Background: an optimization exercise with open tools, aiming at small area, a short achievable clock period and few clock cycles. Do not read the settings as production practice.
In this exercise RTL edits were held to simulation tests only and were not proved equivalent to the original.
No activity file was given, so power comes from the tool's default toggle rates.

==> design.v <==
module ma_filter #(
  parameter integer NST = 10,
  parameter [15:0]  R4  = 16'b0000_0010_1010_1010,
  parameter [15:0]  CUT = 16'b0000_0010_1010_1010
) (
  input  wire         clk,
  input  wire         rst,         
  input  wire         cmd_valid,
  output wire         cmd_ready,
  input  wire         cmd_push,    
  input  wire [7:0]   cmd_n,       
  input  wire [31:0]  ts_in,       
  input  wire [127:0] in_data,     
  output reg          done,
  output reg  [1:0]   err,         
  output reg  [31:0]  ts_out,
  output reg  [127:0] out,         
  output wire [255:0] num,         
  output reg  [39:0]  den,         
  output reg  [13:0]  stat         
);
  localparam [1:0] E_OK = 2'd0, E_BAD_WINDOW = 2'd1, E_NOT_CONFIGURED = 2'd2;
  integer c, s;
  reg         rdy_r;
  reg         v0;
  reg         push0;
  reg         nok0;
  reg [3:0]   n0;
  reg [31:0]  ts0;
  reg [127:0] x0;
  reg [7:0]   xe0;                 
  assign cmd_ready = rdy_r;
  always @(posedge clk) begin
    rdy_r <= !rst;
    v0    <= cmd_valid && rdy_r && !rst;
    push0 <= cmd_push;
    nok0  <= (cmd_n[7:4] == 4'd0) && cmd_n[0] && (cmd_n[3:1] != 3'd0);
    n0    <= cmd_n[3:0];
    ts0   <= ts_in;
    x0    <= in_data;
    for (c = 0; c < 8; c = c + 1)
      xe0[c] <= !(in_data[16*c+15] && (in_data[16*c +: 15] == 15'd0));
  end
  reg [3:0]   n_r;
  reg         cfg;                 
  reg [3:0]   seen_r;
  reg [3:0]   widx_r;
  reg         tsv_r;
  reg         stp;                 
  reg [6:0]   jsel;                
  reg [127:0] hist [0:12];
  reg [15:0]  ov [0:7];
  reg [7:0]   oe;
  reg [31:0]  tsh  [0:6];          
  wire       sh      = v0 && push0;    
  wire       do_push = v0 && push0 && cfg;
  wire       do_init = v0 && !push0 && nok0;
  wire       do_zero = v0 && (!cfg || (!push0 && nok0));
  wire [3:0] half_n  = n_r >> 1;   
  wire [3:0] seen_nx = (seen_r == n_r) ? n_r : seen_r + 4'd1;
  wire       tsv_nx  = (seen_nx > half_n);
  wire       stp_nx  = ({1'b0, seen_nx} + 5'd1 >= {1'b0, n_r});
  wire [3:0] widx_nx = (widx_r == n_r - 4'd1) ? 4'd0 : widx_r + 4'd1;
  reg [127:0] nxo;
  reg [31:0]  tsmid;
  always @(*) begin
    nxo   = 128'd0;
    tsmid = 32'd0;
    for (s = 0; s < 7; s = s + 1) begin
      nxo   = nxo   | (hist[2*s] & {128{jsel[s]}});
      tsmid = tsmid | (tsh[s] & {32{jsel[s]}});
    end
  end
  reg [16:0] dlt [0:7];
  reg [1:0]  dct [0:7];
  reg [15:0] xa, xb;
  reg        eb;
  reg [15:0] xn;
  reg        en;
  integer    k;
  always @(*) begin
    for (c = 0; c < 8; c = c + 1) begin
      xa = x0[16*c +: 16];
      xa[15] = xa[15] && xe0[c];
      xb = ov[c];
      dlt[c] = {xa[15], xa} - {xb[15], xb};
      dct[c] = {1'b0, xe0[c]} - {1'b0, oe[c]};
    end
  end
  reg         v1, p1, z1, st1;
  reg [1:0]   err1;
  reg [13:0]  stat1;
  reg [31:0]  ts1;
  reg [16:0]  d1  [0:7];
  reg [1:0]   dc1 [0:7];
  always @(posedge clk) begin
    if (sh) begin
      hist[0] <= x0;
      for (s = 1; s < 13; s = s + 1) hist[s] <= hist[s-1];
      tsh[0] <= ts0;
      for (s = 1; s < 7; s = s + 1) tsh[s] <= tsh[s-1];
    end
    if (do_push) begin
      for (k = 0; k < 8; k = k + 1) begin
        xn = nxo[16*k +: 16];
        en = !(xn[15] && (xn[14:0] == 15'd0)) && stp_nx;
        xn[15] = xn[15] && en;
        ov[k] <= xn & {16{stp_nx}};
        oe[k] <= en;
      end
    end else if (do_init) begin
      for (k = 0; k < 8; k = k + 1) ov[k] <= 16'd0;
      oe <= 8'd0;
    end
    for (c = 0; c < 8; c = c + 1) begin
      d1[c]  <= dlt[c];
      dc1[c] <= dct[c];
    end
    st1 <= stp;
    p1  <= do_push;
    z1  <= do_zero;
    if (do_push)
      ts1 <= tsv_nx ? tsmid : 32'd0;
    else if (do_zero)
      ts1 <= 32'd0;
    if (rst) begin
      v1     <= 1'b0;
      n_r    <= 4'd0;
      cfg    <= 1'b0;
      seen_r <= 4'd0;
      widx_r <= 4'd0;
      tsv_r  <= 1'b0;
      stp    <= 1'b0;
      stat1  <= 14'd0;
    end else begin
      v1 <= v0;
      err1 <= (v0 && !push0 && !nok0) ? E_BAD_WINDOW :
              (v0 && push0 && !cfg)   ? E_NOT_CONFIGURED : E_OK;
      if (do_init) begin
        n_r    <= n0;
        cfg    <= 1'b1;
        seen_r <= 4'd0;
        widx_r <= 4'd0;
        tsv_r  <= 1'b0;
        stp    <= 1'b0;
        for (s = 0; s < 7; s = s + 1) jsel[s] <= (n0 == 2*s + 3);
        stat1  <= {6'd0, 4'd0, n0};
      end else if (do_push) begin
        seen_r <= seen_nx;
        widx_r <= widx_nx;
        tsv_r  <= tsv_nx;
        stp    <= stp_nx;
        stat1  <= {stp, tsv_nx, seen_nx, widx_nx, n_r};
      end else begin
        stat1  <= {cfg && (seen_r == n_r), tsv_r, seen_r, widx_r, n_r};
      end
    end
  end
  reg        [20:0] usum [0:7];
  reg        [4:0]  ucnt [0:7];
  reg        [20:0] num2 [0:7];
  reg        [4:0]  den2 [0:7];
  reg         v2;
  reg [1:0]   err2;
  reg [13:0]  stat2;
  reg [31:0]  ts2;
  reg [20:0] dd, s1x, s2x;
  reg [4:0]  ee, c1x, c2x;
  always @(posedge clk) begin
    for (c = 0; c < 8; c = c + 1) begin
      dd  = {{4{d1[c][16]}}, d1[c]};
      ee  = {{3{dc1[c][1]}}, dc1[c]};
      s1x = usum[c] + dd;
      s2x = usum[c] + {dd[19:0], 1'b0};
      c1x = ucnt[c] + ee;
      c2x = ucnt[c] + {ee[3:0], 1'b0};
      if (z1) begin
        usum[c] <= 21'd0;
        ucnt[c] <= 5'd0;
        num2[c] <= 21'd0;
        den2[c] <= 5'd0;
      end else if (p1) begin
        usum[c] <= s2x;
        ucnt[c] <= c2x;
        num2[c] <= st1 ? s1x : s2x;
        den2[c] <= st1 ? c1x : c2x;
      end
    end
    err2  <= err1;
    stat2 <= stat1;
    ts2   <= ts1;
    if (rst) v2 <= 1'b0;
    else     v2 <= v1;
  end
  localparam integer SB = 1 + 2 + 14 + 32;         
  localparam integer LB = 21 + 5 + 7 + 5 + 15;     
  function integer lowbit(input integer i);
    integer k, b;
    begin
      b = 15;
      for (k = 0; k <= i; k = k + 1) b = b - (R4[k] ? 2 : 1);
      lowbit = b;
    end
  endfunction
  wire [SB-1:0] sb_w [0:NST];
  wire [LB-1:0] ln_w [0:NST][0:7];
  assign sb_w[0] = {v2, err2, stat2, ts2};
  genvar gi, gc;
  generate
    for (gc = 0; gc < 8; gc = gc + 1) begin : g_in
      wire [20:0] nm = num2[gc];
      wire [4:0]  dn = den2[gc];
      wire [6:0]  d3 = {2'b0, dn} + {1'b0, dn, 1'b0};
      assign ln_w[0][gc] = {nm, dn, d3, nm[19:15] ^ {5{nm[20]}}, 15'd0};
    end
    for (gi = 0; gi < NST; gi = gi + 1) begin : g_step
      localparam integer B = lowbit(gi);
      wire [SB-1:0] sb_n = sb_w[gi];
      wire [LB-1:0] ln_n [0:7];
      for (gc = 0; gc < 8; gc = gc + 1) begin : g_lane
        wire [20:0] nm = ln_w[gi][gc][52:32];
        wire [4:0]  dn = ln_w[gi][gc][31:27];
        wire [6:0]  d3 = ln_w[gi][gc][26:20];
        wire [4:0]  rr = ln_w[gi][gc][19:15];
        wire [14:0] qq = ln_w[gi][gc][14:0];
        wire [4:0]  rn;
        wire [14:0] qn;
        if (!R4[gi]) begin : g_r2
          wire [5:0] r6 = {rr, nm[B] ^ nm[20]};
          wire [6:0] t  = {1'b0, r6} - {2'b0, dn};
          wire       qb = !t[6];
          assign rn = qb ? t[4:0] : r6[4:0];
          assign qn = qq | ({14'd0, qb} << B);
        end else begin : g_r4
          wire [6:0] r7 = {rr, nm[B+1] ^ nm[20], nm[B] ^ nm[20]};
          wire [7:0] u1 = {1'b0, r7} - {3'b0, dn};
          wire [7:0] u2 = {1'b0, r7} - {2'b0, dn, 1'b0};
          wire [7:0] u3 = {1'b0, r7} - {1'b0, d3};
          wire c1 = !u1[7], c2 = !u2[7], c3 = !u3[7];
          assign rn = c3 ? u3[4:0] : c2 ? u2[4:0] : c1 ? u1[4:0] : r7[4:0];
          assign qn = qq | ({13'd0, c2, c3 | (c1 & !c2)} << B);
        end
        assign ln_n[gc] = {nm, dn, d3, rn, qn};
      end
      if (CUT[gi]) begin : g_reg
        reg [SB-1:0] sb_q;
        reg [LB-1:0] ln_q [0:7];
        always @(posedge clk) begin
          sb_q <= sb_n;
          if (rst) sb_q[SB-1] <= 1'b0;
          for (c = 0; c < 8; c = c + 1) ln_q[c] <= ln_n[c];
        end
        assign sb_w[gi+1] = sb_q;
        for (gc = 0; gc < 8; gc = gc + 1) begin : g_o
          assign ln_w[gi+1][gc] = ln_q[gc];
        end
      end else begin : g_wire
        assign sb_w[gi+1] = sb_n;
        for (gc = 0; gc < 8; gc = gc + 1) begin : g_o
          assign ln_w[gi+1][gc] = ln_n[gc];
        end
      end
    end
  endgenerate
  reg [20:0] num_r [0:7];
  reg [20:0] fnm;
  reg [4:0]  fdn, frr, fthr;
  reg [14:0] fq;
  reg [13:0] fhi, fadj;
  reg [1:0]  flo;
  reg        fs, finc, fcb;
  generate
    for (gc = 0; gc < 8; gc = gc + 1) begin : g_num
      assign num[32*gc +: 32] = {{11{num_r[gc][20]}}, num_r[gc]};
    end
  endgenerate
  always @(posedge clk) begin
    for (c = 0; c < 8; c = c + 1) begin
      fnm  = ln_w[NST][c][52:32];
      fdn  = ln_w[NST][c][31:27];
      frr  = ln_w[NST][c][19:15];
      fq   = ln_w[NST][c][14:0];
      fs   = fnm[20];
      fthr = {1'b0, fdn[4:1]} + {4'd0, fdn[0]} - {4'd0, fs};
      finc = (frr >= fthr);
      fhi  = {1'b0, fq[14:2]};
      fadj = (fhi ^ {14{fs}}) + 14'd1;             
      flo  = fq[1:0];
      fcb  = fs ? (!finc && flo == 2'd0) : (finc && flo == 2'd3);
      num_r[c]       <= fnm;
      den[5*c +: 5]  <= fdn;
      out[16*c +: 16] <= (fdn == 5'd0) ? 16'h8000 :
                         {(fcb ? fadj : fhi ^ {14{fs}}),
                          (fs ? ~(flo - {1'b0, !finc}) : flo + {1'b0, finc})};
    end
    {err, stat, ts_out} <= sb_w[NST][SB-2:0];
    if (rst) done <= 1'b0;
    else     done <= sb_w[NST][SB-1];
  end
endmodule
==> run.sh <==
#!/bin/bash
# synth_recipe.tcl (not shown) runs the flow's synth.tcl, then flattens the netlist and writes it again
# the make line also repeats each setting of config.mk as NAME=value (left out here)
make -C /OpenROAD-flow-scripts/flow DESIGN_CONFIG=/design/flow/config.mk WORK_HOME=/design/flow/orfs CLKGATE_MAP_FILE= SYNTH_SCRIPT=/design/flow/synth_recipe.tcl finish
==> config.mk <==
export PLATFORM = sky130hd
export DESIGN_NAME = ma_filter
export DESIGN_NICKNAME = ma_filter
export VERILOG_FILES = /design/flow/design.v
export SDC_FILE = /design/flow/constraint.sdc
export NUM_CORES = 4
export LEC_CHECK = 0
export CAP_MARGIN = 20
export CORE_MARGIN = 2
export CORE_UTILIZATION = 40
export SETUP_SLACK_MARGIN = 4.5
export SLEW_MARGIN = 20
==> constraint.sdc <==
create_clock -name core_clock -period 8.0 [get_ports {clk}]
set_input_delay 1.6000 -clock core_clock [delete_from_list [all_inputs] [get_ports {clk}]]
set_output_delay 1.6000 -clock core_clock [all_outputs]
set_load 0.01 [all_outputs]
==> results of run 1 <==
[sequential cells by signal (all words and copies together), names as in the netlist, 136 cells and up]
register           cells
d1                   136
g_step.g_reg.sb_q    245
tsh                  224
usum                 160
hist                1664
num_r                168
num2                 168
g_step.g_reg.ln_q   1792
[path summary, 6_finish.rpt]
check / slack, ps / start / endpoint / cells after the start
min: 260 / g_step[3].g_reg.ln_q[2][36]$_DFF_P_ / g_step[5].g_reg.ln_q[2][36]$_DFF_P_ / 0
max: 4210 / g_step[5].g_reg.ln_q[4][52]$_DFF_P_ / g_step[7].g_reg.ln_q[4][19]$_DFF_P_ / 17
max reg2reg: 4210 / g_step[5].g_reg.ln_q[4][52]$_DFF_P_ / g_step[7].g_reg.ln_q[4][19]$_DFF_P_ / 17
min reg2reg: 260 / g_step[3].g_reg.ln_q[2][36]$_DFF_P_ / g_step[5].g_reg.ln_q[2][36]$_DFF_P_ / 0
[power groups by stage]
stage	clock [µW]	combinational, µW	sequential [µW]
after floorplan	0	3820	29500
after global placement	0	4800	29600
after detailed placement	0	4860	29600
after CTS	26900	6330	29000
after global routing	28000	7700	29000
final	26200	7060	29000
[area by class of cell]
cell class                 count  area share
sequential                  5297      0.4912
multi-input combinational   9716      0.3222
timing repair buffer        1811     0.06250
clock buffer                 728     0.05998
tap                         6942     0.03357
inverter                    1172     0.01724
clock inverter               280     0.01300
antenna                       27   0.0002611
[logic make-up after synthesis]
kind of cell / synth area share
compound gates: 0.1116
xor+xnor: 0.04661
fa+ha+maj: 0.1082
buf+inv: 0.03231
flops: 0.6070
mux: 0.02560
simple gates: 0.06867
[metal layers]
layer	share of wire	GRT usage	vias to the layer above
met2	0.45	0.2943	3435
met4	0.036	0.06489	26
li1	-	-	63582
met3	0.055	0.02562	877
met5	0.00030	0	-
met1	0.46	0.2645	64077
[per-stage QoR]
stage / worst slack [ps] / util / hold WS, ps / instances
after floorplan: -6951 / - / 309.6 / 16701
after global placement: 3079 / 0.4278 / 309.5 / 23847
after detailed placement: 3181 / 0.4279 / 312.1 / 23848
after CTS: 4251 / 0.4878 / 254.1 / 25642
after global routing: 4055 / 0.4973 / 267.1 / 25955
final: 4207 / 0.4974 / 260.6 / 25973
[timing repair]
action / in CTS / in global routing
buffers inserted: 765 / 294
pin swaps: 552 / 450
cloned: 21 / 9
endpoints found under the setup margin: 1753 / 1275
resized for setup: 2131 / 565
[layout by cell type (no fill, tap or decap), types with 89 or more instances in the layout]
master / Yosys / layout
fa_1: 216 / 138
clkbuf_16: 0 / 576
nand2b_1: 128 / 111
ha_4: 0 / 169
nor2b_1: 163 / 155
inv_2: 5 / 89
nor4_1: 119 / 117
a21o_1: 567 / 548
edfxtp_1: 2065 / 2065
xor2_1: 404 / 391
inv_1: 1167 / 1067
nand3_1: 214 / 213
and3_1: 181 / 181
nor2_1: 949 / 920
o21ai_1: 99 / 163
buf_4: 91 / 919
buf_6: 0 / 197
o21ai_2: 0 / 135
a21oi_2: 0 / 100
nand2_1: 696 / 639
ha_1: 1459 / 1258
a21oi_1: 735 / 617
mux2i_1: 355 / 278
clkdlybuf4s50_1: 0 / 171
dlygate4sd2_1: 0 / 474
clkbuf_1: 381 / 89
dfxtp_1: 3232 / 3085
a22oi_1: 345 / 345
o21ai_0: 524 / 290
a211oi_1: 202 / 176
xnor2_1: 707 / 665
o21a_1: 139 / 139
nor3_1: 180 / 168
a222oi_1: 161 / 161
==> impl_metrics.tcl, run 1 <==
set metrics [dict create \
    setup_viol 0 \
    syn_avg_cell_area_um2 12.50 \
    crit_slowest_cell "fa_2" \
    first_pass_iters 7 \
    grt_overflow 0 \
    die-height_um 726.4 \
    first_iter_violations 9777 \
    clk_latency_ps 1100 \
    arrival_ps 4700 \
    total_power_uw 62300 \
    cts_buffers 558 \
    viasPerCell 5.082 \
    synth_cell_types 94 \
    drcViolationCount 0 \
    wl_mm 518.2 \
    grt_max_degree 177 \
    clk_pin_slew_worst_paths_ps 60 \
    portBuffers 645 \
    drive_above_1_share 0.1871 \
    ir_drop_mv 0.2307 \
    nFillCells 44684 \
    via_count 131997 \
    cts.sinks 5297 \
    wl_per_cell_um 19.95 \
    min_period_ps 3793 \
    grt_pass1_wl_mm 774.0 \
    finClkSkew_ps 92.25 \
    pwr-share-seq 0.465 \
    htree_levels 6 \
    nNetsFinal 20403 \
    yosys-top-cells-area "dfxtp_1, edfxtp_1, ha_1" \
    status "complete, no violations" \
    cp-end-kind "flop" \
    fin_crit_sh 0.4742 \
    seq_area_um2 127100 \
    crit_chain "xnor2_4 -> ha_2 -> inv_2 -> fa_2 -> a21o_1 -> a21oi_2 -> nor2b_2 -> nand2b_4 -> mux2i_4 -> ha_4 -> a21o_1 -> a21o_1 -> a2111oi_4 -> buf_6 -> mux2_4 -> o21ai_2 -> o21ai_1" \
    cts_hold_buf 0 \
    synth_top_cell_by_area "dfxtp_1" \
    power_density_nw_per_um2 240.7 \
    syn_nets 18548 \
    synth-seq-cells 5297 \
    antenna_found_initial 69 \
    cts_tree "done" \
    synthFlopType "dfxtp_1" \
    multiInputGateArea_um2 83390 \
    syn-cell-area_um2 208700 \
    core-area_um2 520200 \
    grt_setup_unrepaired "yes" \
    cp_num_buf_inv 2 \
    final_hold_viol_count 0 \
    hpwl_mm 345.1 \
    swShare 0.2427 \
    synth.most_common_cell "dfxtp_1" \
    grt_util_all_layers 0.1869 \
    async_flop_share 0 \
    synth_top_area_frac 0.3100 \
    die_area_um2 527700 \
    critPathTopFamily "compound AO/OA/AOI/OAI gates" \
    hold_path.class "reg -> reg" \
    p_comb_frac 0.113 \
    first_global_vias 129749 \
    ys.warnings.count 18 \
    synth_seq_area_share 0.6070 \
    ant_nets 0 \
    finalSetupTns_ps 0 \
    initial_core_util 0.4013 \
    io_pins 646 \
    clock.fmax_mhz 263.6 \
    place_area_um2 222600 \
    report.final.slew_viol_count 0 \
    critPathLaunchType "flop" \
    cpPeakStageDelay_ps 390 \
    switchingPower_uw 15120 \
    gp_congestion 0.8666 \
    max-cap-violations 0 \
    ys_top_cells_by_count "dfxtp_1, edfxtp_1, ha_1, inv_1, nor2_1" \
    path_common_cell "a21o_1" \
    power.leakage_uw 0.1026 \
    critPathMaxFanout 5 \
    rows 265 \
    clockBufferDepth 4 \
    p_clk_frac 0.421 \
    synthToLayoutAreaGrowth_pct 23.97 \
    fin_area_um2 258800 \
    relSlewSlack 0.2372 \
    critPathKind "reg -> reg" \
    fp.dieW_um 726.4 \
    tightest_slew_ps 1141 \
    synth-edff-count 2065 \
    clock-root-buffer "clkbuf_16" \
    required_ps 8910 \
    intPower_uw 47180 \
    synthCells 16701 \
]
Testbench counts, summed over its fixed seeds: cycles 2,520.
==> inputs of run 2 (changes only) <==
--- a/design.v
+++ b/design.v
@@ -24,21 +24,14 @@
   reg         rdy_r;
-  reg         v0;
-  reg         push0;
-  reg         nok0;
-  reg [3:0]   n0;
-  reg [31:0]  ts0;
-  reg [127:0] x0;
-  reg [7:0]   xe0;                 
   assign cmd_ready = rdy_r;
-  always @(posedge clk) begin
-    rdy_r <= !rst;
-    v0    <= cmd_valid && rdy_r && !rst;
-    push0 <= cmd_push;
-    nok0  <= (cmd_n[7:4] == 4'd0) && cmd_n[0] && (cmd_n[3:1] != 3'd0);
-    n0    <= cmd_n[3:0];
-    ts0   <= ts_in;
-    x0    <= in_data;
+  always @(posedge clk) rdy_r <= !rst;
+  wire         v0    = cmd_valid && rdy_r && !rst;
+  wire         push0 = cmd_push;
+  wire         nok0  = (cmd_n[7:4] == 4'd0) && cmd_n[0] && (cmd_n[3:1] != 3'd0);
+  wire [3:0]   n0    = cmd_n[3:0];
+  wire [31:0]  ts0   = ts_in;
+  wire [127:0] x0    = in_data;
+  reg  [7:0]   xe0;                 
+  always @(*)
     for (c = 0; c < 8; c = c + 1)
-      xe0[c] <= !(in_data[16*c+15] && (in_data[16*c +: 15] == 15'd0));
-  end
+      xe0[c] = !(in_data[16*c+15] && (in_data[16*c +: 15] == 15'd0));
   reg [3:0]   n_r;
@@ -195,3 +188,3 @@
   localparam integer SB = 1 + 2 + 14 + 32;         
-  localparam integer LB = 21 + 5 + 7 + 5 + 15;     
+  localparam integer LB = 21 + 5 + 5 + 15;         
   function integer lowbit(input integer i);
@@ -206,2 +199,3 @@
   wire [LB-1:0] ln_w [0:NST][0:7];
+  wire [3:0]    thr_w [0:7];        
   assign sb_w[0] = {v2, err2, stat2, ts2};
@@ -212,4 +206,4 @@
       wire [4:0]  dn = den2[gc];
-      wire [6:0]  d3 = {2'b0, dn} + {1'b0, dn, 1'b0};
-      assign ln_w[0][gc] = {nm, dn, d3, nm[19:15] ^ {5{nm[20]}}, 15'd0};
+      wire [19:0] ap = nm[19:0] ^ {20{nm[20]}};
+      assign ln_w[0][gc] = {nm[20], ap, dn, ap[19:15], 15'd0};
     end
@@ -220,5 +214,4 @@
       for (gc = 0; gc < 8; gc = gc + 1) begin : g_lane
-        wire [20:0] nm = ln_w[gi][gc][52:32];
-        wire [4:0]  dn = ln_w[gi][gc][31:27];
-        wire [6:0]  d3 = ln_w[gi][gc][26:20];
+        wire [20:0] nm = ln_w[gi][gc][45:25];    
+        wire [4:0]  dn = ln_w[gi][gc][24:20];
         wire [4:0]  rr = ln_w[gi][gc][19:15];
@@ -228,3 +221,3 @@
         if (!R4[gi]) begin : g_r2
-          wire [5:0] r6 = {rr, nm[B] ^ nm[20]};
+          wire [5:0] r6 = {rr, nm[B]};
           wire [6:0] t  = {1'b0, r6} - {2'b0, dn};
@@ -234,3 +227,4 @@
         end else begin : g_r4
-          wire [6:0] r7 = {rr, nm[B+1] ^ nm[20], nm[B] ^ nm[20]};
+          wire [6:0] d3 = {2'b0, dn} + {1'b0, dn, 1'b0};
+          wire [6:0] r7 = {rr, nm[B+1], nm[B]};
           wire [7:0] u1 = {1'b0, r7} - {3'b0, dn};
@@ -242,3 +236,3 @@
         end
-        assign ln_n[gc] = {nm, dn, d3, rn, qn};
+        assign ln_n[gc] = {nm, dn, rn, qn};
       end
@@ -264,2 +258,16 @@
   endgenerate
+  generate
+    for (gc = 0; gc < 8; gc = gc + 1) begin : g_thr
+      wire [20:0] nm = ln_w[NST-1][gc][45:25];
+      wire [4:0]  dn = ln_w[NST-1][gc][24:20];
+      wire [3:0]  th = dn[4:1] + {3'd0, dn[0]} - {3'd0, nm[20]};
+      if (CUT[NST-1]) begin : g_r
+        reg [3:0] th_q;
+        always @(posedge clk) th_q <= th;
+        assign thr_w[gc] = th_q;
+      end else begin : g_w
+        assign thr_w[gc] = th;
+      end
+    end
+  endgenerate
   reg [20:0] num_r [0:7];
@@ -278,4 +286,4 @@
     for (c = 0; c < 8; c = c + 1) begin
-      fnm  = ln_w[NST][c][52:32];
-      fdn  = ln_w[NST][c][31:27];
+      fnm  = ln_w[NST][c][45:25];
+      fdn  = ln_w[NST][c][24:20];
       frr  = ln_w[NST][c][19:15];
@@ -283,3 +291,3 @@
       fs   = fnm[20];
-      fthr = {1'b0, fdn[4:1]} + {4'd0, fdn[0]} - {4'd0, fs};
+      fthr = {1'b0, thr_w[c]};
       finc = (frr >= fthr);
@@ -289,3 +297,3 @@
       fcb  = fs ? (!finc && flo == 2'd0) : (finc && flo == 2'd3);
-      num_r[c]       <= fnm;
+      num_r[c]       <= {fs, fnm[19:0] ^ {20{fs}}};
       den[5*c +: 5]  <= fdn;
--- a/config.mk
+++ b/config.mk
@@ -9,4 +9,6 @@
 export CORE_MARGIN = 2
-export CORE_UTILIZATION = 40
-export SETUP_SLACK_MARGIN = 4.5
+export CORE_UTILIZATION = 65
+export CTS_CLUSTER_DIAMETER = 60
+export CTS_CLUSTER_SIZE = 34
+export SETUP_SLACK_MARGIN = 4.3
 export SLEW_MARGIN = 20
==> run 2 against run 1 <==
Worst setup slack lost 240 ps; synthesized cell count grew 2.1%; worst hold slack gained 35 ps; die area shrank 39%; flip-flop and latch count shrank 335; clock skew shrank 5.9 ps; synthesized area shrank 0.66%; routed wire length shrank 8.6%; non-clock buffer count shrank 400; via count grew 0.12%; sequential power shrank 6%; largest power group unchanged.
==> impl_metrics.tcl, run 2 <==
set metrics [dict create \
    wl_per_cell_um 20.87 \
    reg_top3 "hist (1664), g_step.g_reg.ln_q (1600), g_step.g_reg.sb_q (245)" \
    synth.most_common_cell "dfxtp_1" \
    fin_crit_sh 0.5047 \
    critPathMaxFanout 7 \
    worst_hold_path.endpoint "g_step[9].g_reg.ln_q[3][11]$_DFF_P_" \
    min_period_ps 4038 \
    report.final.slew_viol_count 0 \
    nNetsFinal 20190 \
    hpwl_mm 314.3 \
    core-area_um2 317800 \
    clock-root-buffer "clkbuf_16" \
    critPathLaunchType "flop" \
    grt_util_all_layers 0.2797 \
    worst_hold_slack_ps 295.2 \
    ys_top_cells_by_count "dfxtp_1, edfxtp_1, ha_1, inv_1, nor2_1" \
    grt_pass1_wl_mm 711.2 \
    total_power_uw 55310 \
    drcViolationCount 0 \
    instances_no_fill 22698 \
    async_flop_share 0 \
    crit_slowest_cell "a211o_4" \
    grt_max_degree 187 \
    clk_pin_slew_worst_paths_ps 110 \
    r2r_start "num2[5][20]$_SDFFE_PP0P_" \
    first_iter_violations 12715 \
    cts_hold_buf 0 \
    cpPeakStageDelay_ps 410 \
    setup_viol 0 \
    antenna_found_initial 58 \
    reg2reg_to "g_step[1].g_reg.ln_q[5][17]$_DFF_P_" \
    ir_drop_mv 0.2502 \
    via_count 132161 \
    die-height_um 568.8 \
    setup_slack_ps 3962 \
    regMostFlops "hist" \
    synth-seq-cells 4962 \
    clockBufferDepth 4 \
    seq_area_um2 120300 \
    hold_path.class "reg -> reg" \
    max-cap-violations 0 \
    nFillCells 20343 \
    regToRegSetupSlack_ps 3960 \
    first_pass_iters 8 \
    first_global_vias 124263 \
    hold_path.startpoint "g_step[7].g_reg.ln_q[3][11]$_DFF_P_" \
    rows 207 \
    crit_chain "buf_12 -> xor2_1 -> ha_1 -> o21ai_1 -> nand2b_1 -> a211o_4 -> nor2_4 -> a21oi_4 -> buf_6 -> ha_4 -> a21o_1 -> a21o_1 -> a2111oi_4 -> buf_4 -> mux2_4 -> mux2i_1 -> o21ai_1" \
    synthFlopType "dfxtp_1" \
    synthToLayoutAreaGrowth_pct 16.66 \
    synth_cell_types 100 \
    syn_nets 18997 \
    cts.sinks 4962 \
    finClkSkew_ps 86.30 \
    tightest_slew_ps 1145 \
    initial_core_util 0.6525 \
    htree_levels 5 \
    status "complete, no violations" \
    ant_nets 0 \
    io_pins 646 \
    critPathTopFamily "compound AO/OA/AOI/OAI gates" \
    cts_buffers 307 \
    arrival_ps 4850 \
    fp.dieW_um 568.8 \
    synth_top_area_frac 0.2990 \
    cts_tree "done" \
    syn_avg_cell_area_um2 12.16 \
    ys.warnings.count 18 \
    syn-cell-area_um2 207400 \
    portBuffers 645 \
    synth-edff-count 2065 \
    synthCells 17053 \
    clk_latency_ps 980 \
    multiInputGateArea_um2 85520 \
    final_hold_viol_count 0 \
    final_cell_mix "dfxtp_1, edfxtp_1, ha_1, inv_1, nor2_1" \
    power.leakage_uw 0.09541 \
    r2r_cells 17 \
    relSlewSlack 0.2348 \
    wl_mm 473.7 \
    required_ps 8820 \
    finalSetupTns_ps 0 \
    yosys-top-cells-area "edfxtp_1, dfxtp_1, ha_1" \
    cp_num_buf_inv 3 \
    synth_seq_area_share 0.5787 \
    cp-end-kind "flop" \
    drive_above_1_share 0.1404 \
    die_area_um2 323600 \
    whs_path_depth 0 \
    placed_cells 21420 \
    grt_setup_unrepaired "yes" \
    final_common_cell "dfxtp_1" \
    gp_congestion 0.8990 \
    grt_overflow 0 \
    viasPerCell 5.823 \
    synth_top_cell_by_area "edfxtp_1" \
    power_density_nw_per_um2 228.6 \
    clock.fmax_mhz 247.7 \
    largest_reg_flops 1664 \
    pre_cts_slack_ps 2513 \
    critPathKind "reg -> reg" \
]
run 2: changes by cell type after synthesis, sizes merged, moves of 95 or more:
cell and delta:
dfxtp -335, ha +95, inv +207, nand2 -153, nor2 +109, xnor2 -103, xor2 +297
run 2: how the worst max path moves through the flow:
stage	slack, ps	cells past startpoint	end	from
after global routing	3870	17	g_step[1].g_reg.ln_q[5][17]$_DFF_P_	num2[5][20]$_SDFFE_PP0P_
after CTS	4180	19	g_step[1].g_reg.ln_q[7][18]$_DFF_P_	num2[7][20]$_SDFFE_PP0P_
after global placement	2600	8	ov[4][12]$_SDFFCE_PN0P_	rst
after detailed placement	2510	10	ov[0][15]$_SDFFCE_PN0P_	rst
final	3960	17	g_step[1].g_reg.ln_q[5][17]$_DFF_P_	num2[5][20]$_SDFFE_PP0P_
after floorplan	-8370	7	oe[0]$_SDFFCE_PN0P_	rst
run 2: area by class of cell:
cell class,instances,share of cell area
tap,4180,0.02162
timing repair buffer,1411,0.05549
clock buffer,328,0.03343
antenna,13,0.0001345
multi-input combinational,10183,0.3535
sequential,4962,0.4974
clock inverter,240,0.01641
inverter,1381,0.02198
run 2: report_power, final:
| group | switching [µW] | total [µW] | internal [µW] |
|---|---|---|---|
| registers | 512 | 27400 | 26900 |
| logic | 4920 | 9230 | 4310 |
| clock network | 10100 | 18700 | 8580 |
| total | 15500 | 55300 | 39800 |
run 2: metal layers:
metal | track usage | wire [µm] | vias up
met1 | 0.4170 | 210900 | 63700
met3 | 0.04552 | 38960 | 648
li1 | - | - | 63305
met2 | 0.4319 | 213000 | 4484
met5 | 0 | 138 | -
met4 | 0.06087 | 10740 | 24
run 2: kinds of logic after synthesis:
group,share of synthesized area
flops,0.5787
compound gates,0.1129
simple gates,0.07184
buf+inv,0.03640
fa+ha+maj,0.1160
xor+xnor,0.05515
mux,0.02903
run 2: stage by stage:
stage                 util  instance area, µm²
floorplan                -              207400
global placement    0.6848              217600
detailed placement  0.6848              217600
CTS                 0.7418              235700
global route        0.7612              241900
finish              0.7613              241900
run 2: what timing repair did:
item	CTS	global route
buffers inserted	333	344
gates resized for setup	761	873
pin swaps	240	510
setup endpoints to repair	1813	1222
gates cloned	18	2
Testbench counts of run 2, summed over its fixed seeds: cycles 2,512.
==> inputs of run 3 (changes only) <==
--- a/design.v
+++ b/design.v
@@ -1,5 +1,5 @@
 module ma_filter #(
-  parameter integer NST = 10,
-  parameter [15:0]  R4  = 16'b0000_0010_1010_1010,
-  parameter [15:0]  CUT = 16'b0000_0010_1010_1010
+  parameter integer NST = 9,
+  parameter [15:0]  R4  = 16'b0000_0001_0101_0101,
+  parameter [15:0]  CUT = 16'b0000_0001_0101_0101
 ) (
@@ -200,2 +200,3 @@
   wire [3:0]    thr_w [0:7];        
+  wire [5:0]    dthr_w [0:7];       
   assign sb_w[0] = {v2, err2, stat2, ts2};
@@ -263,8 +264,15 @@
       wire [3:0]  th = dn[4:1] + {3'd0, dn[0]} - {3'd0, nm[20]};
+      wire [5:0]  dt = {1'b0, dn} + {2'b0, th};
       if (CUT[NST-1]) begin : g_r
         reg [3:0] th_q;
-        always @(posedge clk) th_q <= th;
+        reg [5:0] dt_q;
+        always @(posedge clk) begin
+          th_q <= th;
+          dt_q <= dt;
+        end
         assign thr_w[gc] = th_q;
+        assign dthr_w[gc] = dt_q;
       end else begin : g_w
         assign thr_w[gc] = th;
+        assign dthr_w[gc] = dt;
       end
@@ -274,3 +282,3 @@
   reg [20:0] fnm;
-  reg [4:0]  fdn, frr, fthr;
+  reg [4:0]  fdn, frr;
   reg [14:0] fq;
@@ -284,2 +292,4 @@
   endgenerate
+  reg [5:0]  fr6;
+  reg        fqb;
   always @(posedge clk) begin
@@ -291,7 +301,8 @@
       fs   = fnm[20];
-      fthr = {1'b0, thr_w[c]};
-      finc = (frr >= fthr);
+      fr6  = {frr, fnm[0]};
+      fqb  = (fr6 >= {1'b0, fdn});
+      finc = fqb ? (fr6 >= dthr_w[c]) : (fr6 >= {2'b0, thr_w[c]});
       fhi  = {1'b0, fq[14:2]};
       fadj = (fhi ^ {14{fs}}) + 14'd1;             
-      flo  = fq[1:0];
+      flo  = {fq[1], fqb};
       fcb  = fs ? (!finc && flo == 2'd0) : (finc && flo == 2'd3);
==> run 3 against run 2 <==
Critical path depth increased by 2; critical path type unchanged; maximum frequency increased by 6.8%; largest power group unchanged; final cell count fell by 0.19%; global-route usage fell by 0.30 points; worst hold slack worse by 8.1 ps; worst setup slack improved by 260 ps; routed wire length shrank 0.59%; clock skew decreased by 20 ps; final area fell by 0.83%; sequential power up 2%; non-clock buffer count fell by 219.
==> impl_metrics.tcl, run 3 <==
set metrics [dict create \
    synth_seq_area_share 0.5761 \
    relSlewSlack 0.2077 \
    largest_reg_flops 1664 \
    initial_core_util 0.6547 \
    regToRegSetupSlack_ps 4220 \
    status "complete, no violations" \
    cp-end-kind "flop" \
    swShare 0.2985 \
    drive_above_1_share 0.1179 \
    regMostFlops "hist" \
    viasPerCell 5.790 \
    portBuffers 645 \
    cts_tree "done" \
    clock.fmax_mhz 264.4 \
    switchingPower_uw 17940 \
    first_pass_iters 8 \
    final_cell_mix "dfxtp_1, edfxtp_1, ha_1, inv_1, nor2_1" \
    p_clk_frac 0.314 \
    first_global_vias 123444 \
    intPower_uw 42160 \
    cts_buffers 309 \
    busiest_layer "met2" \
    reg2reg_to "g_step[4].g_reg.ln_q[3][16]$_DFF_P_" \
    grt_util_all_layers 0.2767 \
    p_comb_frac 0.222 \
    synth.most_common_cell "dfxtp_1" \
    async_flop_share 0 \
    hold_path.class "reg -> reg" \
    synth-edff-count 2065 \
    htree_levels 5 \
    synth_cell_types 103 \
    power_density_nw_per_um2 250.5 \
    io_pins 646 \
    syn-cell-area_um2 208600 \
    final_common_cell "dfxtp_1" \
    fin_crit_sh 0.4728 \
    min_period_ps 3782 \
    critPathLaunchType "flop" \
    hold_path.startpoint "g_step[2].g_reg.ln_q[6][36]$_DFF_P_" \
    r2r_cells 19 \
    synthToLayoutAreaGrowth_pct 15.02 \
    grt_pass1_wl_mm 706.2 \
    final_hold_viol_count 0 \
    first_iter_violations 12456 \
    pwr-share-seq 0.464 \
    cts_hold_buf 0 \
    grt_max_degree 194 \
    globalRouteMet2Util 0.4287 \
    die_area_um2 325400 \
    syn_avg_cell_area_um2 12.13 \
    cts.sinks 4970 \
    wl_mm 470.9 \
    ys.warnings.count 18 \
    synth-seq-cells 4970 \
    finalSetupTns_ps 0 \
    wl_per_cell_um 20.79 \
    antenna_found_initial 62 \
    r2r_start "g_step[2].g_reg.ln_q[3][34]$_DFF_P_" \
    clockBufferDepth 4 \
    clock-root-buffer "clkbuf_16" \
    grtUsageMet3 0.05019 \
    setup_viol 0 \
    via_count 131170 \
    nFillCells 20968 \
    rows 207 \
    whs_path_depth 0 \
    critPathKind "reg -> reg" \
    worst_hold_slack_ps 287.1 \
    report.final.slew_viol_count 0 \
    synth_top_area_frac 0.2973 \
    core-area_um2 318600 \
    tightest_slew_ps 1180 \
    required_ps 8830 \
    gp_congestion 0.9328 \
    synthCells 17198 \
    die-height_um 570.5 \
    critPathMaxFanout 6 \
    grtUsageMet1 0.4048 \
    clk_latency_ps 960 \
    yosys-top-cells-area "edfxtp_1, dfxtp_1, ha_1" \
    reg_top3 "hist (1664), g_step.g_reg.ln_q (1560), g_step.g_reg.sb_q (245)" \
    nNetsFinal 20230 \
    ys_top_cells_by_count "dfxtp_1, edfxtp_1, ha_1, inv_1, nor2_1" \
    drcViolationCount 0 \
    ir_drop_mv 0.2682 \
    synthFlopType "dfxtp_1" \
    syn_nets 19229 \
    clk_pin_slew_worst_paths_ps 110 \
    grt_overflow 0 \
    synth_top_cell_by_area "edfxtp_1" \
    max-cap-violations 0 \
    finClkSkew_ps 66.33 \
    ant_nets 0 \
    hpwl_mm 321.3 \
    power.leakage_uw 0.09429 \
    fp.dieW_um 570.5 \
    worst_hold_path.endpoint "g_step[4].g_reg.ln_q[6][36]$_DFF_P_" \
    arrival_ps 4610 \
    grt_setup_unrepaired "yes" \
]
## run 3: changes by cell type after synthesis, moves of 26 or more
| cell | previous run | this run |
|---|---|---|
| a21oi_1 | 824 | 945 |
| xnor2_1 | 604 | 669 |
| ha_1 | 1554 | 1618 |
| xor2_1 | 700 | 636 |
| o211ai_1 | 82 | 28 |
| inv_1 | 1378 | 1329 |
| a211oi_1 | 187 | 225 |
| nor2_1 | 1057 | 1095 |
| o21bai_1 | 46 | 78 |
| a21o_1 | 471 | 444 |
| nor3_1 | 225 | 251 |
## run 3: power groups by stage
stage / registers (µW) / logic [µW] / clock network (µW)
after CTS: 27900 / 11500 / 19200
after floorplan: 28200 / 8060 / 0
after detailed placement: 28400 / 10000 / 0
after global placement: 28400 / 9840 / 0
final: 27900 / 13300 / 18900
after global routing: 28000 / 14600 / 20200
## run 3: how the worst max path moves through the flow
stage,startpoint,endpoint,slack [ps],cells after the start
after floorplan,rst,oe[0]$_SDFFCE_PN0P_,-8370,7
after detailed placement,rst,ov[3][15]$_SDFFCE_PN0P_,2300,10
after CTS,rst,hist[11][34]$_DFFE_PP_,4290,7
final,g_step[2].g_reg.ln_q[3][34]$_DFF_P_,g_step[4].g_reg.ln_q[3][16]$_DFF_P_,4220,19
after global placement,rst,ov[4][15]$_SDFFCE_PN0P_,2360,10
after global routing,g_step[2].g_reg.ln_q[3][34]$_DFF_P_,g_step[4].g_reg.ln_q[3][18]$_DFF_P_,4010,18
## run 3: final cells by class
class	count	area, µm²	area share
timing repair buffer	1192	11260	0.04693
sequential	4970	120500	0.5021
tap	4180	5230	0.02180
antenna	14	35.03	0.0001460
clock inverter	234	4080	0.01701
clock buffer	338	8113	0.03382
inverter	1336	5210	0.02172
multi-input combinational	10390	85520	0.3565
## run 3: logic make-up (layout without fill, tap and decap cells)
family,after synthesis,count (layout),share of synthesized area
multiplexers,523,523,0.02588
AND/OR/NAND/NOR,3227,3231,0.07481
AO/OA/AOI/OAI,3461,3461,0.1128
other,0,14,0
adder cells (fa/ha/maj),1870,1870,0.1207
buffers and inverters,1842,3100,0.03486
XOR/XNOR,1305,1305,0.05480
flip-flops,4970,4970,0.5761
## run 3: critical path, cell delays in order (launching register included)
cell	delay (ps)
dfxtp_2	340
inv_2	80
ha_4	150
fa_2	210
nor2b_1	40
o21ai_1	140
nand2b_1	130
a211o_4	390
mux2_4	350
buf_6	140
xnor2_4	140
ha_4	240
a21oi_4	160
nor2b_1	70
o21a_1	190
o21ai_1	130
nand2b_1	120
a21oi_4	250
buf_12	170
mux2i_1	220
## run 3: per-layer routing
| layer | part of all wire | wire length, µm | vias to the layer above |
|---|---|---|---|
| met4 | 0.025 | 11750 | 40 |
| li1 | - | - | 63354 |
| met3 | 0.082 | 38610 | 657 |
| met2 | 0.45 | 211900 | 4156 |
| met1 | 0.44 | 208300 | 62963 |
| met5 | 0.00053 | 251 | - |
## run 3: stage by stage
stage                     power (µW)  instances  setup WS, ps  instance area, µm²  utilization
final                          60090      22654          4218              239900       0.7531
after global routing           62750      22647          4006              239900       0.7530
after CTS                      58550      22339          4290              234100       0.7350
after detailed placement       38460      21600          2296              218900       0.6873
after global placement         38270      21600          2358              218900       0.6873
after floorplan                36270      17198         -8369              208600            -
## run 3: repair_timing
action                      CTS  global route
gates resized for setup     503           835
setup endpoints to repair  1578          1558
pin swaps                   110           396
cloned                        7             2
buffers inserted            160           299
Testbench counts of run 3, summed over its fixed seeds: cycles 2,512.
==> inputs of run 4 (changes only) <==
--- a/design.v
+++ b/design.v
@@ -40,3 +40,2 @@
   reg [3:0]   widx_r;
-  reg         tsv_r;
   reg         stp;                 
@@ -69,3 +68,2 @@
   reg [15:0] xa, xb;
-  reg        eb;
   reg [15:0] xn;
@@ -84,3 +82,3 @@
   reg [1:0]   err1;
-  reg [13:0]  stat1;
+  reg [11:0]  stat1;               
   reg [31:0]  ts1;
@@ -124,5 +122,4 @@
       widx_r <= 4'd0;
-      tsv_r  <= 1'b0;
       stp    <= 1'b0;
-      stat1  <= 14'd0;
+      stat1  <= 12'd0;
     end else begin
@@ -136,6 +133,5 @@
         widx_r <= 4'd0;
-        tsv_r  <= 1'b0;
         stp    <= 1'b0;
         for (s = 0; s < 7; s = s + 1) jsel[s] <= (n0 == 2*s + 3);
-        stat1  <= {6'd0, 4'd0, n0};
+        stat1  <= {4'd0, 4'd0, n0};
       end else if (do_push) begin
@@ -143,7 +139,6 @@
         widx_r <= widx_nx;
-        tsv_r  <= tsv_nx;
         stp    <= stp_nx;
-        stat1  <= {stp, tsv_nx, seen_nx, widx_nx, n_r};
+        stat1  <= {seen_nx, widx_nx, n_r};
       end else begin
-        stat1  <= {cfg && (seen_r == n_r), tsv_r, seen_r, widx_r, n_r};
+        stat1  <= {seen_r, widx_r, n_r};
       end
@@ -157,3 +152,3 @@
   reg [1:0]   err2;
-  reg [13:0]  stat2;
+  reg [11:0]  stat2;
   reg [31:0]  ts2;
@@ -187,3 +182,3 @@
   end
-  localparam integer SB = 1 + 2 + 14 + 32;         
+  localparam integer SB = 1 + 2 + 12 + 32;         
   localparam integer LB = 21 + 5 + 5 + 15;         
@@ -293,2 +288,3 @@
   reg [5:0]  fr6;
+  reg [11:0] fst;
   reg        fqb;
@@ -314,3 +310,7 @@
     end
-    {err, stat, ts_out} <= sb_w[NST][SB-2:0];
+    fst    = sb_w[NST][SB-4:32];
+    err    <= sb_w[NST][SB-2:SB-3];
+    ts_out <= sb_w[NST][31:0];
+    stat   <= {(fst[3:0] != 4'd0) && (fst[11:8] == fst[3:0]),
+               fst[11:8] > {1'b0, fst[3:1]}, fst};
     if (rst) done <= 1'b0;
--- a/config.mk
+++ b/config.mk
@@ -11,4 +11,4 @@
 export CTS_CLUSTER_DIAMETER = 60
-export CTS_CLUSTER_SIZE = 34
-export SETUP_SLACK_MARGIN = 4.3
+export CTS_CLUSTER_SIZE = 30
+export SETUP_SLACK_MARGIN = 4.4
 export SLEW_MARGIN = 20
==> run 4 against run 3 <==
Still clean; sequential power hardly changed; synthesized area is 0.59% lower; global-route usage is 0.25 points lower; clock skew is 6.0 ps lower; critical path type unchanged.
==> impl_metrics.tcl, run 4 <==
set metrics [dict create \
    synth-edff-count 2065 \
    cpPeakStageDelay_ps 390 \
    intPower_uw 42080 \
    hold_path.class "reg -> reg" \
    cts_buffers 307 \
    cts.sinks 4955 \
    synthFlopType "dfxtp_1" \
    synth.most_common_cell "dfxtp_1" \
    clock.fmax_mhz 261.2 \
    synth-simple-area-share 0.07137 \
    synth_xor_area_frac 0.05610 \
    synthCells 17095 \
    critPathLaunchType "flop" \
    clockBufferDepth 4 \
    relSlewSlack 0.2758 \
    p_comb_frac 0.228 \
    async_flop_share 0 \
    core-area_um2 317800 \
    synthToLayoutAreaGrowth_pct 15.69 \
    synth_cell_types 104 \
    reg_top3 "hist (1664), g_step.g_reg.ln_q (1560), g_step.g_reg.sb_q (235)" \
    clk_latency_ps 960 \
    final_common_cell "dfxtp_1" \
    nNetsFinal 20209 \
    crit_slowest_cell "dfxtp_4" \
    cp_num_buf_inv 5 \
    wl_mm 465.8 \
    setup_viol 0 \
    swShare 0.2935 \
    grt_setup_unrepaired "yes" \
    fp.dieW_um 568.8 \
    final_cell_mix "dfxtp_1, edfxtp_1, ha_1, inv_1, nor2_1" \
    viasPerCell 5.761 \
    first_pass_iters 8 \
    synth-seq-cells 4955 \
    finClkSkew_ps 60.38 \
    whs_path_depth 0 \
    ir_drop_mv 0.2804 \
    status "complete, no violations" \
    ys.warnings.count 18 \
    finalSetupTns_ps 0 \
    pwr-share-seq 0.465 \
    arrival_ps 4640 \
    first_global_vias 123194 \
    min_period_ps 3828 \
    htree_levels 5 \
    cts_tree "done" \
    power_density_nw_per_um2 248.3 \
    switchingPower_uw 17480 \
    p_clk_frac 0.307 \
    syn-cell-area_um2 207300 \
    cp-end-kind "flop" \
    ys_top_cells_by_count "dfxtp_1, edfxtp_1, ha_1, inv_1, nor2_1" \
    largest_reg_flops 1664 \
    tightest_slew_ps 1082 \
    regMostFlops "hist" \
    grt_util_all_layers 0.2742 \
    yosys-top-cells-area "edfxtp_1, dfxtp_1, ha_1" \
    synth_top_family_by_area "adder cells" \
    drcViolationCount 0 \
    antenna_found_initial 52 \
    fin_crit_sh 0.4785 \
    syn_nets 19129 \
    die-height_um 568.8 \
    synth_top_area_frac 0.2991 \
    drive_above_1_share 0.1268 \
    max-cap-violations 0 \
    grt_overflow 0 \
    syn_avg_cell_area_um2 12.13 \
    power.leakage_uw 0.09439 \
    portBuffers 645 \
    crit_cells 19 \
    synth_compound_area_frac 0.1135 \
    wl_per_cell_um 20.58 \
    grt_pass1_wl_mm 699.5 \
    worst_hold_slack_ps 306.6 \
    required_ps 8810 \
    clk_pin_slew_worst_paths_ps 100 \
    initial_core_util 0.6525 \
    rows 207 \
    gp_congestion 0.8947 \
    critPathMaxFanout 5 \
    critPathTopFamily "compound AO/OA/AOI/OAI gates" \
    via_count 130351 \
    nFillCells 20702 \
    die_area_um2 323500 \
    hpwl_mm 311.0 \
    synth_seq_area_share 0.5781 \
    first_iter_violations 11834 \
    ant_nets 0 \
    synthAdderAreaFrac 0.1222 \
    critPathKind "reg -> reg" \
    report.final.slew_viol_count 0 \
    clock-root-buffer "clkbuf_16" \
    crit_chain "inv_4 -> ha_4 -> fa_2 -> nor2b_1 -> o21ai_1 -> a21boi_1 -> nand2b_4 -> mux2i_4 -> buf_6 -> buf_12 -> ha_4 -> inv_4 -> o21ai_4 -> a21o_1 -> a2111oi_4 -> buf_4 -> mux2_4 -> mux2i_1 -> a21oi_1" \
    r2r_cells 19 \
    synth_top_cell_by_area "edfxtp_1" \
    final_hold_viol_count 0 \
    io_pins 646 \
    grt_max_degree 172 \
    synth_mux_area_frac 0.02335 \
]
## run 4: cell types whose count changed after synthesis, moves of 18 or more
cell | previous run | this run
nor3_1 | 251 | 194
mux2i_1 | 410 | 360
and3_1 | 191 | 209
a21oi_1 | 945 | 998
nand2_1 | 561 | 537
nor3b_1 | 30 | 6
mux2_2 | 106 | 88
or3_1 | 103 | 76
o311ai_0 | 25 | 7
o21bai_1 | 78 | 48
nor2_1 | 1095 | 1218
o21ai_1 | 36 | 70
nand3_1 | 295 | 244
xor2_1 | 636 | 659
## run 4: cells by family (layout without fill, tap and decap cells)
| group | after synthesis | count (layout) |
|---|---|---|
| muxes | 466 | 466 |
| other | 0 | 15 |
| AOI/OAI and AO/OA | 3477 | 3480 |
| buffers and inverters | 1854 | 3184 |
| DFF | 4955 | 4955 |
| and+or+nand+nor | 3129 | 3133 |
| xor gates and xnor gates | 1328 | 1328 |
| adders and majority gates | 1886 | 1886 |
## run 4: stage by stage
step | std cells | worst slack, ps | utilization | total power (µW) | instance area, µm²
floorplan | 17095 | -11430 | - | 35940 | 207300
global placement | 21491 | 1871 | 0.6848 | 37770 | 217600
detailed placement | 21491 | 1731 | 0.6848 | 37970 | 217600
CTS | 22305 | 4234 | 0.7346 | 57660 | 233500
global route | 22618 | 4036 | 0.7548 | 62170 | 239900
finish | 22627 | 4172 | 0.7548 | 59570 | 239900
## run 4: worst paths after layout
path	from	endpoint	slack (ps)
worst max register to register	g_step[4].g_reg.ln_q[1][31]$_DFF_P_	g_step[6].g_reg.ln_q[1][19]$_DFF_P_	4170
worst min register to register	g_step[0].g_reg.ln_q[3][38]$_DFF_P_	g_step[2].g_reg.ln_q[3][38]$_DFF_P_	310
worst min-delay path	g_step[0].g_reg.ln_q[3][38]$_DFF_P_	g_step[2].g_reg.ln_q[3][38]$_DFF_P_	310
worst max-delay path	g_step[4].g_reg.ln_q[1][31]$_DFF_P_	g_step[6].g_reg.ln_q[1][19]$_DFF_P_	4170
## run 4: per-layer routing
layer / part of all wire / track usage / vias to the layer above
met3: 0.079 / 0.04670 / 599
met4: 0.025 / 0.06850 / 20
li1: - / - / 63006
met2: 0.45 / 0.4242 / 4087
met5: 0.00029 / 0 / -
met1: 0.44 / 0.4028 / 62639
## run 4: what timing repair did
| action | 4_1_cts | 5_1_grt |
|---|---|---|
| gates cloned | 14 | 9 |
| pin swaps | 170 | 454 |
| endpoints found under the setup margin | 2317 | 1647 |
| hold buffers | 0 | 0 |
| resized for setup | 629 | 950 |
| buffers inserted | 234 | 298 |
## run 4: final cells by class
| cell class | count | area (µm²) | area share |
|---|---|---|---|
| Antenna cell | 15 | 37.54 | 0.0001565 |
| Inverter | 1337 | 5150 | 0.02147 |
| Clock buffer | 353 | 8222 | 0.03427 |
| Timing Repair inverter | 1 | 8.758 | 0.00003651 |
| Tap cell | 4180 | 5230 | 0.02180 |
| Timing Repair Buffer | 1280 | 12400 | 0.05167 |
| Sequential cell | 4955 | 120200 | 0.5011 |
| Multi-Input combinational cell | 10293 | 85220 | 0.3552 |
| Clock inverter | 213 | 3406 | 0.01420 |
## run 4: power by group through the flow
stage                     registers (µW)  logic (µW)  clock network (µW)
after detailed placement           28300        9700                   0
after global routing               27800       14800               19600
after floorplan                    28100        7860                   0
final                              27700       13600               18300
after CTS                          27700       11300               18700
after global placement             28300        9510                   0
Testbench counts of run 4, summed over its fixed seeds: cycles 2,512.
==> inputs of run 5 (changes only) <==
--- a/config.mk
+++ b/config.mk
@@ -9,3 +9,3 @@
 export CORE_MARGIN = 2
-export CORE_UTILIZATION = 65
+export CORE_UTILIZATION = 70
 export CTS_CLUSTER_DIAMETER = 60
==> run 5 against run 4 <==
First-iteration DRC count up 13%; register-to-register slack better by 40 ps; global-route usage up 2.0 points; non-clock buffer count up 1; worst setup slack better by 37 ps; clock skew up 7.8 ps; clock power down 5%; maximum frequency up 0.99%; sequential power about the same; largest cell class unchanged.
==> impl_metrics.tcl, run 5 <==
set metrics [dict create \
    clock.fmax_mhz 263.8 \
    yosys-top-cells-area "edfxtp_1, dfxtp_1, ha_1" \
    crit_slowest_cell "a2111oi_4" \
    reg_top3 "hist (1664), g_step.g_reg.ln_q (1560), g_step.g_reg.sb_q (235)" \
    finalSetupTns_ps 0 \
    first_pass_iters 8 \
    busiest_layer "met2" \
    grt_setup_unrepaired "yes" \
    synth_xor_area_frac 0.05610 \
    gp_congestion 0.9095 \
    clk_latency_ps 960 \
    rows 199 \
    cpPeakStageDelay_ps 360 \
    relSlewSlack 0.2510 \
    synth-simple-area-share 0.07137 \
    syn_nets 19129 \
    syn-cell-area_um2 207300 \
    synth_top_area_frac 0.2991 \
    cts_buffers 290 \
    grt_max_degree 198 \
    cts_tree "done" \
    viasPerCell 5.930 \
    grtUsageMet1 0.4311 \
    first_iter_violations 13404 \
    synth_mux_area_frac 0.02335 \
    antenna_found_initial 54 \
    first_global_vias 124571 \
    ir_drop_mv 0.3317 \
    synthAdderAreaFrac 0.1222 \
    clockBufferDepth 4 \
    ys.warnings.count 18 \
    required_ps 8830 \
    report.final.slew_viol_count 0 \
    setup_viol 0 \
    final_hold_viol_count 0 \
    async_flop_share 0 \
    portBuffers 645 \
    synthCells 17095 \
    ant_nets 0 \
    grt_util_all_layers 0.2941 \
    fin_crit_sh 0.4739 \
    synth_seq_area_share 0.5781 \
    synth-edff-count 2065 \
    globalRouteMet2Util 0.4601 \
    crit_chain "inv_2 -> ha_4 -> fa_2 -> nor2b_2 -> o21ai_2 -> a21boi_2 -> nand2b_4 -> mux2i_4 -> buf_6 -> ha_4 -> inv_4 -> o21ai_4 -> a21o_1 -> a2111oi_4 -> buf_4 -> mux2_4 -> mux2i_1 -> a21oi_1" \
    synthFlopType "dfxtp_1" \
    final_common_cell "dfxtp_1" \
    min_period_ps 3791 \
    grtUsageMet3 0.04459 \
    initial_core_util 0.7045 \
    path_common_cell "ha_4" \
    largest_reg_flops 1664 \
    wl_mm 470.1 \
    synth.most_common_cell "dfxtp_1" \
    power_density_nw_per_um2 245.8 \
    critPathTopFamily "compound AO/OA/AOI/OAI gates" \
    nNetsFinal 20192 \
    drive_above_1_share 0.1223 \
    hpwl_mm 308.9 \
    power.leakage_uw 0.09377 \
    cts_hold_buf 0 \
    tightest_slew_ps 1124 \
    ys_top_cells_by_count "dfxtp_1, edfxtp_1, ha_1, inv_1, nor2_1" \
    grt_overflow 0 \
    drcViolationCount 0 \
    critPathMaxFanout 5 \
    core-area_um2 294300 \
    cp-end-kind "flop" \
    worst_hold_slack_ps 292.8 \
    synth_top_cell_by_area "edfxtp_1" \
    syn_avg_cell_area_um2 12.13 \
    max-cap-violations 0 \
    synthToLayoutAreaGrowth_pct 14.96 \
    die-height_um 548.2 \
    final_cell_mix "dfxtp_1, edfxtp_1, ha_1, inv_1, nor2_1" \
    synth-seq-cells 4955 \
    regMostFlops "hist" \
    grt_pass1_wl_mm 697.0 \
    finClkSkew_ps 68.17 \
    arrival_ps 4620 \
    critPathLaunchType "flop" \
    synth_compound_area_frac 0.1135 \
    io_pins 646 \
    hold_path.class "reg -> reg" \
    status "complete, no violations" \
    cts.sinks 4955 \
    clock-root-buffer "clkbuf_16" \
    fp.dieW_um 548.2 \
    via_count 132337 \
    clk_pin_slew_worst_paths_ps 100 \
    synth_cell_types 104 \
    synth_top_family_by_area "adder cells" \
    critPathKind "reg -> reg" \
    die_area_um2 300600 \
    htree_levels 5 \
    cp_num_buf_inv 4 \
    wl_per_cell_um 21.07 \
]
[run 5: cell types whose count changed in the layout (fill, tap and decap cells not counted), moves of 10 or more]
cell	before	now
inv_2	90	78
a21oi_2	132	108
a21oi_1	801	824
clkbuf_16	329	304
dfxtp_1	2749	2760
inv_12	53	17
nor2_1	1144	1154
clkinv_16	15	26
inv_4	35	47
buf_4	482	501
[run 5: area by class of cell]
type,instances,area [µm²]
Inverter,1337,5152
Clock buffer,324,7606
Multi-Input combinational cell,10293,85140
Fill cell,16916,55930
Timing Repair Buffer,1281,12130
Sequential cell,4955,120200
Clock inverter,200,3236
Tap cell,3919,4903
Antenna cell,9,22.52
[run 5: what timing repair did]
| action | in CTS | in global routing |
|---|---|---|
| buffers inserted | 237 | 301 |
| gates cloned | 10 | 9 |
| gates resized for setup | 631 | 881 |
| hold endpoints to repair | 0 | 0 |
| pin swaps | 179 | 472 |
| endpoints found under the setup margin | 2411 | 1397 |
[run 5: per-layer routing]
layer	part of all wire	routed length [µm]
met1	0.43	202300
met2	0.46	215300
met3	0.082	38730
met4	0.029	13700
met5	0.00021	99
[run 5: cells by family after synthesis]
group / count (synthesis)
mux: 466
compound gates: 3477
simple gates: 3129
fa+ha+maj: 1886
flops: 4955
buf+inv: 1854
xor+xnor: 1328
[run 5: power breakdown]
part           internal, µW  switching, µW
Clock                  7910           9480
Sequential            27000            654
Combinational          6530           7000
Total                 41500          17100
[run 5: metrics by stage]
step | util | std cells | total power, µW | instance area, µm² | setup slack, ps
final | 0.8100 | 22318 | 58600 | 238400 | 4209
after global routing | 0.8099 | 22314 | 61000 | 238400 | 4044
after CTS | 0.7893 | 21999 | 56720 | 232300 | 4337
after detailed placement | 0.7383 | 21228 | 37930 | 217300 | 1931
after global placement | 0.7383 | 21228 | 37670 | 217300 | 2232
after floorplan | - | 17095 | 35940 | 207300 | -11430
[run 5: final timing paths]
check	startpoint	endpoint	slack (ps)	depth (start not counted)
setup / recovery	g_step[4].g_reg.ln_q[1][31]$_DFF_P_	g_step[6].g_reg.ln_q[1][19]$_DFF_P_	4210	18
hold / removal	g_step[2].g_reg.ln_q[0][25]$_DFF_P_	g_step[4].g_reg.ln_q[0][25]$_DFF_P_	290	0
setup reg to reg	g_step[4].g_reg.ln_q[1][31]$_DFF_P_	g_step[6].g_reg.ln_q[1][19]$_DFF_P_	4210	18
hold reg to reg	g_step[2].g_reg.ln_q[0][25]$_DFF_P_	g_step[4].g_reg.ln_q[0][25]$_DFF_P_	290	0
[run 5: worst register-to-register path: stages, from the launching register on]
cell and delay, ps:
dfxtp_2 350, inv_2 50, ha_4 150, fa_2 350
nor2b_2 140, o21ai_2 80, a21boi_2 170, nand2b_4 180
mux2i_4 330, buf_6 160, ha_4 210, inv_4 60
o21ai_4 50, a21o_1 220, a2111oi_4 360, buf_4 220
mux2_4 310, mux2i_1 180, a21oi_1 110

-- afterwards: timing with drivers on the ports --
How much do the figures lean on ideal ports? The routed layouts below were timed once more, with nothing changed but the port constraints.
Step 1 (the two cells are an assumption about what drives the block):
set clk [get_ports {clk}]
set_driving_cell -lib_cell sky130_fd_sc_hd__clkbuf_16 $clk
set_driving_cell -lib_cell sky130_fd_sc_hd__buf_2 [delete_from_list [all_inputs] $clk]
Step 2 adds t to the input delays and takes it off the output delays; t is the mean of the earliest and latest rising clock arrival at the registers after step 1. Input paths then give back, and output paths get back, about the clock's delay inside the block.
Slacks: ideal / step 1 / step 2; pairs: ideal / step 1.
run	t, ns	setup WS [ns]	clock arrival spread, ns	pins driven straight from the clock port
run 1	1.168	4.207 / 4.207 / 4.207	0.104 / 0.104	1
run 2	1.047	3.962 / 3.962 / 3.331	0.095 / 0.095	1
run 3	1.054	4.218 / 4.218 / 3.326	0.079 / 0.079	1
run 4	1.044	4.172 / 4.172 / 3.301	0.077 / 0.077	1
run 5	1.044	4.209 / 4.209 / 3.403	0.079 / 0.080	1
After both steps every run listed still meets setup and hold. The setup slack of run 3, which loses most, moves by 0.000 ns with the drivers and by -0.892 ns with both steps.
